Source: an optimization exercise on an open RTL-to-GDS flow (aim: a short achievable clock period and few clock cycles). Production flows keep margins and buffers that such runs may drop.
RTL that was checked went through simulation tests only; none was proved equivalent to the original.
No driver is modelled on the clock port, so clocking that relies on it looks cheaper here than on a real chip.
No activity file was given, so power comes from the tool's default toggle rates.

==> build 24 <==
// lf_core
module lf_core (
    input  wire        clk,
    input  wire        rst,         
    input  wire        in_valid,
    input  wire [15:0] in_word,
    output wire        in_ready,
    output reg         out_valid,
    output reg  [2:0]  out_kind,
    output reg  [4:0]  out_addr,
    output reg  [15:0] out_data,
    output wire        busy
);
==> flow/config.mk <==
export PLATFORM = sky130hd
export DESIGN_NAME = lf_core
export DESIGN_NICKNAME = lf_core
export VERILOG_FILES = /design/flow/design.v
export SDC_FILE = /design/flow/constraint.sdc
export NUM_CORES = 4
export LEC_CHECK = 0
export ABC_CLOCK_PERIOD_IN_PS = 2000
export CAP_MARGIN = 20
export CORE_MARGIN = 2
export CORE_UTILIZATION = 40
export CTS_CLUSTER_DIAMETER = 80
export CTS_CLUSTER_SIZE = 30
export SETUP_SLACK_MARGIN = 4.0
export SLEW_MARGIN = 20
==> flow/constraint.sdc <==
create_clock -name core_clock -period 6.0 [get_ports {clk}]
set_input_delay 1.2000 -clock core_clock [delete_from_list [all_inputs] [get_ports {clk}]]
set_output_delay 1.2000 -clock core_clock [all_outputs]
set_load 0.01 [all_outputs]
standard.sh (not shown) runs the stock make flow with config.mk's settings and CLKGATE_MAP_FILE= SYNTH_SCRIPT=/design/flow/synth_recipe.tcl, a recipe that flattens the netlist after the stock synthesis.
==> flow/flow/run.sh <==
#!/bin/bash
# The standard layout, with a post-CTS step (flow/post_cts.tcl) that
# flattens the top of the clock tree. ORFS logs go to orfs/logs; the make
# output goes to standard.log.
set -euo pipefail
HERE=$(pwd)
bash standard.sh POST_CTS_TCL="$HERE/flow/post_cts.tcl" finish > "$HERE/standard.log" 2>&1
Other scripts of this flow, unchanged in this note and not shown: flow/flow/post_cts.tcl
==> build 79: changes against build 24 <==
--- a/flow/design.v
+++ b/flow/design.v
@@ -17,16 +17,18 @@
     localparam [2:0] EV_START  = 3'd4;
     localparam [2:0] EV_PAUSE  = 3'd5;
     localparam [2:0] EV_SLEEP  = 3'd6;
     localparam [2:0] EV_READ   = 3'd7;
     localparam [11:0] CUTOFF = 12'd3500;
     localparam [7:0]  THRESH = 8'd10;
     localparam integer QD = 4;           
     reg in_ready_q, busy_q;
+    reg rst_q;
+    always @(posedge clk) rst_q <= rst;
     assign in_ready = in_ready_q;
     assign busy     = busy_q;
     reg        i_v;
     reg [15:0] i_w;
     always @(posedge clk) begin
         if (rst) i_v <= 1'b0;
         else     i_v <= in_valid & in_ready_q;
         i_w <= in_word;
@@ -55,35 +57,35 @@
     reg        d_enc0, d_enc1, d_btn, d_adc, d_tobs, d_tctrl, d_tdisp, d_dbt;
     reg        d_sample, d_goedge, d_recov, d_sleep, d_rearm, d_read, d_seten;
     reg        d_illegal, d_rdbad, d_host, d_timed;
     reg        d_ge;
     reg [11:0] d_lo;
     always @(posedge clk) begin
         if (rst) d_v <= 1'b0;
         else     d_v <= i_v;
-        d_enc0    <= i_enc & ~w[8];
-        d_enc1    <= i_enc &  w[8];
-        d_btn     <= i_btn;
-        d_adc     <= i_adc;
-        d_tobs    <= i_tobs;
-        d_tctrl   <= i_tctrl;
-        d_tdisp   <= i_tdisp;
-        d_dbt     <= i_dbt;
-        d_sample  <= i_sample;
-        d_goedge  <= i_goedge;
-        d_recov   <= i_recov;
-        d_sleep   <= i_sleep;
-        d_rearm   <= i_rearm;
-        d_read    <= i_rdok;
-        d_seten   <= i_seten;
-        d_illegal <= ~i_legal;
-        d_rdbad   <= i_read & ~i_rdok;
-        d_host    <= i_legal & w[15];
-        d_timed   <= i_tobs | i_tctrl | i_tdisp | i_dbt | i_adc;
+        d_enc0    <= i_v & i_enc & ~w[8];
+        d_enc1    <= i_v & i_enc &  w[8];
+        d_btn     <= i_v & i_btn;
+        d_adc     <= i_v & i_adc;
+        d_tobs    <= i_v & i_tobs;
+        d_tctrl   <= i_v & i_tctrl;
+        d_tdisp   <= i_v & i_tdisp;
+        d_dbt     <= i_v & i_dbt;
+        d_sample  <= i_v & i_sample;
+        d_goedge  <= i_v & i_goedge;
+        d_recov   <= i_v & i_recov;
+        d_sleep   <= i_v & i_sleep;
+        d_rearm   <= i_v & i_rearm;
+        d_read    <= i_v & i_rdok;
+        d_seten   <= i_v & i_seten;
+        d_illegal <= i_v & ~i_legal;
+        d_rdbad   <= i_v & i_read & ~i_rdok;
+        d_host    <= i_v & i_legal & w[15];
+        d_timed   <= i_v & (i_tobs | i_tctrl | i_tdisp | i_dbt | i_adc);
         d_ge      <= (w[11:0] >= CUTOFF);
         d_lo      <= w[11:0];
     end
     reg [1:0] lines0, lines1;
     reg [3:0] hist0, hist1;
     reg       btn_line, db_state, db_dir, dbt_armed;
     reg       go, go_prev;
     reg       conv_busy;
@@ -106,31 +108,31 @@
         else if (d_host && sleeping)      refuse = 3'd2;
         else if (d_timed && sleeping)     refuse = 3'd5;
         else if (d_adc && !conv_busy)     refuse = 3'd3;
         else if (d_dbt && !dbt_armed)     refuse = 3'd4;
         else if (d_rdbad)                 refuse = 3'd6;
         else                              refuse = 3'd0;
     end
     wire awake    = ~sleeping;
-    wire a_enc0   = d_v & d_enc0;
-    wire a_enc1   = d_v & d_enc1;
-    wire a_btn    = d_v & d_btn;
-    wire a_adc    = d_v & d_adc & awake & conv_busy;
-    wire a_tobs   = d_v & d_tobs & awake;
-    wire a_tctrl  = d_v & d_tctrl & awake;
-    wire a_tdisp  = d_v & d_tdisp & awake;
-    wire a_dbt    = d_v & d_dbt & awake & dbt_armed;
-    wire a_sample = d_v & d_sample & awake;
-    wire a_goedge = d_v & d_goedge & awake;
-    wire a_recov  = d_v & d_recov & awake;
-    wire a_sleep  = d_v & d_sleep & awake;
-    wire a_rearm  = d_v & d_rearm & awake;
-    wire a_read   = d_v & d_read & awake;
-    wire a_seten  = d_v & d_seten & awake;
+    wire a_enc0   = d_enc0;
+    wire a_enc1   = d_enc1;
+    wire a_btn    = d_btn;
+    wire a_adc    = d_adc & awake & conv_busy;
+    wire a_tobs   = d_tobs & awake;
+    wire a_tctrl  = d_tctrl & awake;
+    wire a_tdisp  = d_tdisp & awake;
+    wire a_dbt    = d_dbt & awake & dbt_armed;
+    wire a_sample = d_sample & awake;
+    wire a_goedge = d_goedge & awake;
+    wire a_recov  = d_recov & awake;
+    wire a_sleep  = d_sleep & awake;
+    wire a_rearm  = d_rearm & awake;
+    wire a_read   = d_read & awake;
+    wire a_seten  = d_seten & awake;
     wire [1:0] lines_w0 = a_enc0 ? d_lo[1:0] : lines0;
     wire [1:0] lines_w1 = a_enc1 ? d_lo[1:0] : lines1;
     wire       btn_edge = a_btn & en[1] & ~pl[1] & (d_lo[0] ^ btn_line);
     wire       btn_line_w = a_btn ? d_lo[0] : btn_line;
     wire       db_dir_w   = btn_edge ? d_lo[0] : db_dir;
     wire [6:0] ew = a_seten ? d_lo[6:0] : en;
     wire [6:0] pw;
     assign pw[0] = pl[0] | a_tdisp;
@@ -167,38 +169,38 @@
             4'h3: crd = {2'd0, conv_busy, 13'd0};
             4'h7: crd = {8'd0, btn_line, dbt_armed, db_dir, db_state, go_prev, go, 2'd0};
             4'h8: crd = {9'd0, pl[6:4], qp_now, pl[2:0]};
             4'h9: crd = {9'd0, en};
             default: crd = 16'd0;
         endcase
     end
     wire       wev_goedge = a_goedge & (go != go_prev);
-    wire       wev = (d_v & (refuse != 3'd0)) | wev_goedge | a_sleep | a_rearm | a_read;
+    wire       wev = (refuse != 3'd0) | wev_goedge | a_sleep | a_rearm | a_read;
     reg  [2:0] wk;
     always @* begin
         if (refuse != 3'd0) wk = EV_REFUSE;
         else if (d_goedge)  wk = go ? EV_START : EV_PAUSE;
         else if (d_sleep)   wk = EV_SLEEP;
         else if (d_rearm)   wk = EV_CONV;
         else                wk = EV_READ;
     end
     reg        c_v;
     reg        c_wev;            
     reg [2:0]  c_wk;
     reg [3:0]  c_a0;             
     reg [15:0] c_data;           
     reg        c_rearm, c_read;
     reg        c_adcw, c_sample, c_recov;
     reg        c_disp, c_adcs, c_ctrl;
-    reg        c_q0, c_q0d, c_q1, c_q1d;
+    reg        c_i0, c_d0, c_i1, c_d1;      
     reg        c_ge;
     reg [12:0] c_rs;             
     always @(posedge clk) begin
-        if (rst) begin
+        if (rst_q) begin
             lines0 <= 2'd0; lines1 <= 2'd0;
             hist0 <= 4'd0;  hist1 <= 4'd0;
             btn_line <= 1'b0; db_state <= 1'b0; db_dir <= 1'b0; dbt_armed <= 1'b0;
             go <= 1'b0; go_prev <= 1'b0;
             conv_busy <= 1'b0;
             pl <= 7'd0; en <= 7'd0; sleeping <= 1'b0;
             c_v <= 1'b0;
         end else begin
@@ -233,42 +235,42 @@
         c_rearm  <= a_rearm;
         c_read   <= a_read;
         c_adcw   <= a_adc;
         c_sample <= a_sample;
         c_recov  <= a_recov;
         c_disp   <= svc0;
         c_adcs   <= svc2;
         c_ctrl   <= svc5 & go_f;
-        c_q0     <= svc3 & qp0 & qt0[1];
-        c_q0d    <= qt0[0];
-        c_q1     <= svc3 & qp1 & qt1[1];
-        c_q1d    <= qt1[0];
+        c_i0     <= svc3 & qp0 & qt0[1] & ~qt0[0];
+        c_d0     <= svc3 & qp0 & qt0[1] &  qt0[0];
+        c_i1     <= svc3 & qp1 & qt1[1] & ~qt1[0];
+        c_d1     <= svc3 & qp1 & qt1[1] &  qt1[0];
         c_ge     <= d_ge;
         c_rs     <= {13{a_read}} & (13'd1 << d_lo[3:0]);
     end
     reg [15:0] count0, count1;
     reg [1:0]  cur, nxt, rc;
     reg [2:0]  acc, lp, dacc;
     reg        lpn;              
     reg [11:0] sample_reg;
     reg        sge;              
     reg        adf;
     reg [3:0]  conv_ch;
     reg [7:0]  lost, stop;
     reg [7:0]  duty_r, duty_l;
     function [15:0] updn_t;
         input [15:0] c;
-        input        d;
+        input        u, d;
         integer i;
         reg ones, zeros;
         begin
             ones = 1'b1; zeros = 1'b1;
             for (i = 0; i < 16; i = i + 1) begin
-                updn_t[i] = d ? zeros : ones;
+                updn_t[i] = (u & ones) | (d & zeros);
                 ones  = ones & c[i];
                 zeros = zeros & ~c[i];
             end
         end
     endfunction
     function normal;
         input [2:0] p;
         normal = ~((p == 3'b000) | (p == 3'b101) | (p == 3'b111));
@@ -315,26 +317,26 @@
         ({16{c_rs[4]}}  & {13'd0, lp}) |
         ({16{c_rs[5]}}  & {4'd0, sample_reg}) |
         ({16{c_rs[6]}}  & {stop, lost}) |
         ({16{c_rs[7]}}  & {14'd0, trip_stop, trip_lost}) |
         ({16{c_rs[10]}} & {duty_l, duty_r}) |
         ({16{c_rs[11]}} & {10'd0, nxt, conv_ch}) |
         ({16{c_rs[12]}} & {8'd0, 2'd2 - cur, cur, 2'd0, cur});
     always @(posedge clk) begin
-        if (rst) begin
+        if (rst_q) begin
             count0 <= 16'd0; count1 <= 16'd0;
             cur <= 2'd0; nxt <= 2'd0; rc <= 2'd0;
             acc <= 3'd0; lp <= 3'd0; dacc <= 3'd0; lpn <= 1'b0;
             sample_reg <= 12'd0; sge <= 1'b0;
             adf <= 1'b0; conv_ch <= 4'd0;
             lost <= 8'd0; stop <= 8'd0; duty_r <= 8'd0; duty_l <= 8'd0;
         end else begin
-            if (c_q0) count0 <= count0 ^ updn_t(count0, c_q0d);
-            if (c_q1) count1 <= count1 ^ updn_t(count1, c_q1d);
+            count0 <= count0 ^ updn_t(count0, c_i0, c_d0);
+            count1 <= count1 ^ updn_t(count1, c_i1, c_d1);
             if (c_adcw) begin
                 sample_reg <= c_data[11:0];
                 sge        <= c_ge;
             end
             if (c_rearm) begin
                 adf     <= 1'b0;
                 conv_ch <= {2'd0, nxt};
             end
==> flow/config.mk (replaced) <==
export PLATFORM = sky130hd
export DESIGN_NAME = lf_core
export DESIGN_NICKNAME = lf_core
export VERILOG_FILES = /design/flow/design.v
export SDC_FILE = /design/flow/constraint.sdc
export NUM_CORES = 4
export LEC_CHECK = 0
export ABC_CLOCK_PERIOD_IN_PS = 1800
export CAP_MARGIN = 20
export CORE_MARGIN = 2
export CORE_UTILIZATION = 40
export CTS_CLUSTER_DIAMETER = 80
export CTS_CLUSTER_SIZE = 30
export SETUP_SLACK_MARGIN = 4.3
export SLEW_MARGIN = 20
==> comparison table <==
metric	build 79	build 24
Xor and xnor fraction of the mapped netlist area	0.0319	0.0237
Reg-to-reg slack, setup	4.19 ns	3.99 ns
Logic gate share of total power	0.149	0.081
Result of the run	finished clean	finished clean
Number of inserted filler cells in the final layout	3619	3893
Power density cells	270 nW/um^2	269 nW/um^2
Maximum number of pins on one net before global-route repair	91	73
Top-area cell type share of the netlist area	0.340	0.334
Routed met2 length	21400 um	19600 um
Via count of the first global-routing pass	11600	11500
Post-route met1 wirelength	19300 um	19100 um
Required time reported for the critical path endpoint	4.80 ns	6.27 ns
Wire length per cell	20.3 um	19.7 um
First-pass GRT wire length	66200 um	65200 um
GR met1 Demand/Resource	0.263	0.257
Combined global-route utilization of all metal layers	0.194	0.188
Yosys reg bits	408	407
Launch point of the critical path	out_data[6]$_SDFF_PP0_	rst
Kind of start point of the critical path	flop	input port
Testbench counts of build 24, summed over its fixed seeds: cycles 24,037.
The RTL of build 79 was laid out without a check of its function.

re-timing with driven ports:
How much do the figures lean on ideal ports? The routed layouts below were timed once more, with nothing changed but the port constraints.
Step 1 sets driving cells, clkbuf_16 on the clock port and buf_2 on the other inputs (assumed; they add their load-dependent delay and slew).
Step 2 times the ports against the registers' clock, not the clock port: input delays grow and output delays shrink by t, the midpoint of the rising clock arrivals with the driver on.
a / b / c = ideal ports / drivers / drivers and shift; a / b = the first two.
run | shift t [ns] | setup slack, ns | hold WS [ns] | worst setup path at the end | clock arrival spread, ns
build 24 | 0.453 | 3.907 / 3.881 / 3.533 | 0.340 / 0.340 / 0.340 | input to register | 0.048 / 0.049
build 79 | 0.447 | 4.008 / 3.896 / 3.918 | 0.350 / 0.350 / 0.350 | input to register | 0.025 / 0.025
After both steps setup and hold are still met in every run listed. For build 24, which loses most, drivers alone change the setup slack by -0.026 ns; drivers and shift together by -0.374 ns.
